What follows belongs to an exercise in optimizing a design on an open flow for small area, a short achievable clock period and few clock cycles per item; a production flow would make more cautious choices. The RTL was checked by simulation tests, not by an equivalence proof against the original design. Power and IR drop assume default switching activity.

==> inputs of run M <==
==> flow/design.v (excerpt) <==
module pj_decoder (
    input  wire         clk,
    input  wire         rst,
    input  wire         in_valid,
    output wire         in_ready,
    input  wire [15:0]  rq,
    input  wire [5:0]   flen,
    input  wire [103:0] frame,
    output reg          out_valid,
    input  wire         out_ready,
    output reg  [4:0]   res,
    output reg          rnv_some,
    output reg          rnv_val,
    output reg  [191:0] rval
);
export LEC_CHECK = 0
export CAP_MARGIN = 20
export CORE_MARGIN = 2
export CORE_UTILIZATION = 40
export SLEW_MARGIN = 20
create_clock -name core_clock -period 16.0 [get_ports {clk}]
run.sh (not shown) runs the stock make flow with config.mk's settings and CLKGATE_MAP_FILE= SYNTH_SCRIPT=/design/flow/synth_recipe.tcl, a recipe that flattens the netlist after the stock synthesis.
==> inputs of run F, as changes to run M <==
--- a/flow/design.v
+++ b/flow/design.v
@@ -62,45 +62,46 @@
     wire min_bad = ge60(f1[5:0]);
     wire unkR = sec_bad | min_bad |
                 (~f2[6] & ((f2[4] & f2[3]) | f2[5])) |                           
                 ( f2[6] & ((f2[4:0] == 5'd0) |
                            f2[4] | (f2[3] & f2[2] & (f2[1] | f2[0])))) |         
                 (f3[2:0] == 3'd0) | (f4[4:0] == 5'd0) |
                 (f5[3:0] == 4'd0) | (f5[3] & f5[2] & (f5[1] | f5[0])) |          
                 (f6[6] & f6[5] & (f6[4] | f6[3] | f6[2]));                        
-    function [1:0] sat_add;
-        input [1:0] a;
-        input [1:0] b;
-        sat_add = {a[1] | b[1] | (a[0] & b[0]), (a[0] ^ b[0]) | (a[1] & b[1]) |
-                   (a[1] & b[0]) | (a[0] & b[1])};
+    function [2:0] th_add;
+        input [2:0] a;
+        input [2:0] b;
+        th_add = {a[2] | b[2] | (a[1] & b[0]) | (a[0] & b[1]),
+                  a[1] | b[1] | (a[0] & b[0]),
+                  a[0] | b[0]};
     endfunction
-    function [1:0] cnt8;
+    function [2:0] cnt8;
         input [7:0] m;
-        cnt8 = sat_add(sat_add(sat_add({1'b0, m[0]}, {1'b0, m[1]}),
-                               sat_add({1'b0, m[2]}, {1'b0, m[3]})),
-                       sat_add(sat_add({1'b0, m[4]}, {1'b0, m[5]}),
-                               sat_add({1'b0, m[6]}, {1'b0, m[7]})));
+        cnt8 = th_add(th_add(th_add({2'b00, m[0]}, {2'b00, m[1]}),
+                             th_add({2'b00, m[2]}, {2'b00, m[3]})),
+                      th_add(th_add({2'b00, m[4]}, {2'b00, m[5]}),
+                             th_add({2'b00, m[6]}, {2'b00, m[7]})));
     endfunction
     wire       dom  = f6[0];
     wire       per  = f6[1];
     wire       h12  = f6[2];
-    wire [1:0] hc = sat_add(sat_add(cnt8(f2), cnt8(f3)), cnt8(f4));
+    wire [2:0] hc = th_add(th_add(cnt8(f2), cnt8(f3)), cnt8(f4));
     wire       h_all = &{f4, f3, f2};
-    wire       h_one = (hc == 2'd1);
-    wire       h_two = (hc == 2'd2);
+    wire       h_one = hc[0] & ~hc[1];
+    wire       h_two = hc[1] & ~hc[2];
     wire       h_pm  = (f3[7:4] != 4'd0) | (f4 != 8'd0);
     wire       unkAh = ~(h_all | h_one | (h_two & ~h12));
     wire [2:0] hcode = h_all ? 3'd4 : h_two ? 3'd3 : ~h12 ? 3'd0 : h_pm ? 3'd2 : 3'd1;
     wire       h12v  = h_one & h12;
     wire [6:0] b5 = f5[6:0];
-    wire [1:0] dc = cnt8({1'b0, b5});
+    wire [2:0] dc = cnt8({1'b0, b5});
     wire       d_all = &b5;
-    wire       d_one = (dc == 2'd1);
-    wire       d_two = (dc == 2'd2);
+    wire       d_one = dc[0] & ~dc[1];
+    wire       d_two = dc[1] & ~dc[2];
     wire       unkAd = dom ? ((b5[6:5] != 2'd0) | (b5[4:0] == 5'd0))
                            : ~(d_all | d_one | d_two);
     wire [1:0] dcode = dom ? 2'd0 : d_all ? 2'd3 : d_two ? 2'd2 : 2'd1;
     wire unkA = sec_bad |
                 (per ? ((f1[5:0] == 6'd0) | (min_bad & (f1[1] | f1[0]))) : min_bad) |
                 unkAh | unkAd;
     wire eB  = gB & unkB;
     wire eRA = (gR & unkR) | (gA & unkA);
@@ -2336,24 +2337,29 @@
         .rq       (rq),
         .flen     (flen),
         .frame    (frame),
         .res      (d_res),
         .rnv_some (d_rnv_some),
         .rnv_val  (d_rnv_val),
         .rval     (d_rval)
     );
+    reg  out_valid_n;
+    wire load = out_valid_n || out_ready;
     assign in_ready = !out_valid || out_ready;
     always @(posedge clk) begin
-        if (rst)
-            out_valid <= 1'b0;
-        else if (in_ready)
-            out_valid <= in_valid;
+        if (rst) begin
+            out_valid   <= 1'b0;
+            out_valid_n <= 1'b1;
+        end else if (in_ready) begin
+            out_valid   <= in_valid;
+            out_valid_n <= !in_valid;
+        end
     end
     always @(posedge clk) begin
-        if (in_ready) begin
+        if (load) begin
             res      <= d_res;
             rnv_some <= d_rnv_some;
             rnv_val  <= d_rnv_val;
             rval     <= d_rval;
         end
     end
 endmodule
==> flow/flow/run.sh (new file) <==
#!/bin/bash
# The standard layout (standard.sh, unchanged synthesis and steps), with one
# change: the buffers that buffer_ports puts on every input and output port
# are sky130_fd_sc_hd__buf_2 cells instead of the cell it picks by default.
# make's full output goes to standard.log in this folder; each tool's own
# log is under orfs/logs/.
set -euo pipefail
export BUFFER_PORTS_ARGS="-buffer_cell sky130_fd_sc_hd__buf_2"
bash standard.sh > standard.log 2>&1
==> flow/standard.sh (new file) <==
#!/bin/bash
# synth_recipe.tcl (not shown) runs the flow's synth.tcl, then flattens the netlist and writes it again
# the make line also repeats each setting of config.mk as NAME=value (left out here)
make -C /OpenROAD-flow-scripts/flow DESIGN_CONFIG=/design/flow/config.mk WORK_HOME=/design/flow/orfs CLKGATE_MAP_FILE= SYNTH_SCRIPT=/design/flow/synth_recipe.tcl "${@:-finish}"
removed: flow/run.sh
==> inputs of run B, as changes to run M <==
--- a/flow/design.v
+++ b/flow/design.v
@@ -62,45 +62,46 @@
     wire min_bad = ge60(f1[5:0]);
     wire unkR = sec_bad | min_bad |
                 (~f2[6] & ((f2[4] & f2[3]) | f2[5])) |                           
                 ( f2[6] & ((f2[4:0] == 5'd0) |
                            f2[4] | (f2[3] & f2[2] & (f2[1] | f2[0])))) |         
                 (f3[2:0] == 3'd0) | (f4[4:0] == 5'd0) |
                 (f5[3:0] == 4'd0) | (f5[3] & f5[2] & (f5[1] | f5[0])) |          
                 (f6[6] & f6[5] & (f6[4] | f6[3] | f6[2]));                        
-    function [1:0] sat_add;
-        input [1:0] a;
-        input [1:0] b;
-        sat_add = {a[1] | b[1] | (a[0] & b[0]), (a[0] ^ b[0]) | (a[1] & b[1]) |
-                   (a[1] & b[0]) | (a[0] & b[1])};
+    function [2:0] th_add;
+        input [2:0] a;
+        input [2:0] b;
+        th_add = {a[2] | b[2] | (a[1] & b[0]) | (a[0] & b[1]),
+                  a[1] | b[1] | (a[0] & b[0]),
+                  a[0] | b[0]};
     endfunction
-    function [1:0] cnt8;
+    function [2:0] cnt8;
         input [7:0] m;
-        cnt8 = sat_add(sat_add(sat_add({1'b0, m[0]}, {1'b0, m[1]}),
-                               sat_add({1'b0, m[2]}, {1'b0, m[3]})),
-                       sat_add(sat_add({1'b0, m[4]}, {1'b0, m[5]}),
-                               sat_add({1'b0, m[6]}, {1'b0, m[7]})));
+        cnt8 = th_add(th_add(th_add({2'b00, m[0]}, {2'b00, m[1]}),
+                             th_add({2'b00, m[2]}, {2'b00, m[3]})),
+                      th_add(th_add({2'b00, m[4]}, {2'b00, m[5]}),
+                             th_add({2'b00, m[6]}, {2'b00, m[7]})));
     endfunction
     wire       dom  = f6[0];
     wire       per  = f6[1];
     wire       h12  = f6[2];
-    wire [1:0] hc = sat_add(sat_add(cnt8(f2), cnt8(f3)), cnt8(f4));
+    wire [2:0] hc = th_add(th_add(cnt8(f2), cnt8(f3)), cnt8(f4));
     wire       h_all = &{f4, f3, f2};
-    wire       h_one = (hc == 2'd1);
-    wire       h_two = (hc == 2'd2);
+    wire       h_one = hc[0] & ~hc[1];
+    wire       h_two = hc[1] & ~hc[2];
     wire       h_pm  = (f3[7:4] != 4'd0) | (f4 != 8'd0);
     wire       unkAh = ~(h_all | h_one | (h_two & ~h12));
     wire [2:0] hcode = h_all ? 3'd4 : h_two ? 3'd3 : ~h12 ? 3'd0 : h_pm ? 3'd2 : 3'd1;
     wire       h12v  = h_one & h12;
     wire [6:0] b5 = f5[6:0];
-    wire [1:0] dc = cnt8({1'b0, b5});
+    wire [2:0] dc = cnt8({1'b0, b5});
     wire       d_all = &b5;
-    wire       d_one = (dc == 2'd1);
-    wire       d_two = (dc == 2'd2);
+    wire       d_one = dc[0] & ~dc[1];
+    wire       d_two = dc[1] & ~dc[2];
     wire       unkAd = dom ? ((b5[6:5] != 2'd0) | (b5[4:0] == 5'd0))
                            : ~(d_all | d_one | d_two);
     wire [1:0] dcode = dom ? 2'd0 : d_all ? 2'd3 : d_two ? 2'd2 : 2'd1;
     wire unkA = sec_bad |
                 (per ? ((f1[5:0] == 6'd0) | (min_bad & (f1[1] | f1[0]))) : min_bad) |
                 unkAh | unkAd;
     wire eB  = gB & unkB;
     wire eRA = (gR & unkR) | (gA & unkA);
@@ -2336,24 +2337,29 @@
         .rq       (rq),
         .flen     (flen),
         .frame    (frame),
         .res      (d_res),
         .rnv_some (d_rnv_some),
         .rnv_val  (d_rnv_val),
         .rval     (d_rval)
     );
+    reg  out_valid_n;
+    wire load = out_valid_n || out_ready;
     assign in_ready = !out_valid || out_ready;
     always @(posedge clk) begin
-        if (rst)
-            out_valid <= 1'b0;
-        else if (in_ready)
-            out_valid <= in_valid;
+        if (rst) begin
+            out_valid   <= 1'b0;
+            out_valid_n <= 1'b1;
+        end else if (in_ready) begin
+            out_valid   <= in_valid;
+            out_valid_n <= !in_valid;
+        end
     end
     always @(posedge clk) begin
-        if (in_ready) begin
+        if (load) begin
             res      <= d_res;
             rnv_some <= d_rnv_some;
             rnv_val  <= d_rnv_val;
             rval     <= d_rval;
         end
     end
 endmodule
==> flow/flow/run.sh (new file) <==
#!/bin/bash
# The standard layout (standard.sh, unchanged synthesis and steps), with one
# change: the buffers that buffer_ports puts on every input and output port
# are sky130_fd_sc_hd__buf_2 cells instead of the cell it picks by default.
# make's full output goes to standard.log in this folder; each tool's own
# log is under orfs/logs/.
set -euo pipefail
export BUFFER_PORTS_ARGS="-buffer_cell sky130_fd_sc_hd__buf_2"
bash standard.sh > standard.log 2>&1
==> flow/standard.sh (new file) <==
#!/bin/bash
# synth_recipe.tcl (not shown) runs the flow's synth.tcl, then flattens the netlist and writes it again
# the make line also repeats each setting of config.mk as NAME=value (left out here)
make -C /OpenROAD-flow-scripts/flow DESIGN_CONFIG=/design/flow/config.mk WORK_HOME=/design/flow/orfs CLKGATE_MAP_FILE= SYNTH_SCRIPT=/design/flow/synth_recipe.tcl "${@:-finish}"
==> flow/config.mk (replaced) <==
export PLATFORM = sky130hd
export DESIGN_NAME = pj_decoder
export DESIGN_NICKNAME = pj_decoder
export VERILOG_FILES = /design/flow/design.v
export SDC_FILE = /design/flow/constraint.sdc
export NUM_CORES = 4
export LEC_CHECK = 0
export CAP_MARGIN = 20
export CORE_MARGIN = 2
export CORE_UTILIZATION = 65
export CTS_BUF_LIST = sky130_fd_sc_hd__clkbuf_4 sky130_fd_sc_hd__clkbuf_8
export SLEW_MARGIN = 20
removed: flow/run.sh
==> metrics.md <==
| Metric | Value |
|---|---|
| Multi-input combinational area share | `55.6%` |
| Area occupied by registers | `0.00415 mm^2` |
| Status | `finished clean` |
| Seq area share | `26.7%` |
| Crit share post-route | `43.4%` |
That was run B.
==> metrics.md <==
| Metric | Value |
|---|---|
| Status | `finished clean` |
| Crit share post-route | `43.8%` |
| Multi-input combinational area share | `approximately 54%` |
| Die Y | `191 um` |
| Routed WL per cell | `21.5 um` |
| Area occupied by registers | `0.00415 mm^2` |
| Seq area share | `26.1%` |
That was run F.
==> metrics.md <==
| Metric | Value |
|---|---|
| Seq area share | `23.6%` |
| Crit share post-route | `a little over half` |
| ANT cells | `3` |
| Area occupied by registers | `0.00413 mm^2` |
| GR Util met2 | `43.6%` |
| Core ar. | `~0.035 mm^2` |
| Fill count | `roughly 3300` |
| Multi-input combinational area share | `about half` |
| Status | `finished clean` |
| Clock power frac | `31.6%` |
| Finished layout cell area | `0.0175 mm^2` |
That was run M.
Testbench counts of run M, summed over its fixed seeds: cycles 8,008, items 8,000.
Testbench counts of run F, summed over its fixed seeds: cycles 8,008, items 8,000.
Testbench counts of run B, summed over its fixed seeds: cycles 8,008, items 8,000.

==> port drivers added, routing unchanged <==
The flow's constraints put no driver on any port. The routed layouts listed below were extracted and timed again, unchanged, in two steps. Step 1 assumes that a clkbuf_16 drives the clock port and a buf_2 every other input. Step 2 moves the port delays by t, midway between the first and last clock arrival at a register: inputs arrive t later, outputs are due t later. That takes back most of the time a late clock gives input paths. Three values: ideal, step 1, step 2; two values: the first two.
| run | t, ns | slack for setup (ns) | worst data-port slew with drivers (ns) |
|---|---|---|---|
| run M | 0.485 | 7.306 / 7.331 / 6.846 | 0.08 |
| run F | 0.499 | 8.986 / 9.015 / 8.516 | 0.09 |
| run B | 0.517 | 9.051 / 9.066 / 8.549 | 0.08 |
After both steps setup and hold are still met in every run listed. The setup slack of run B, which loses most, moves by +0.015 ns with the drivers and by -0.502 ns with both steps.
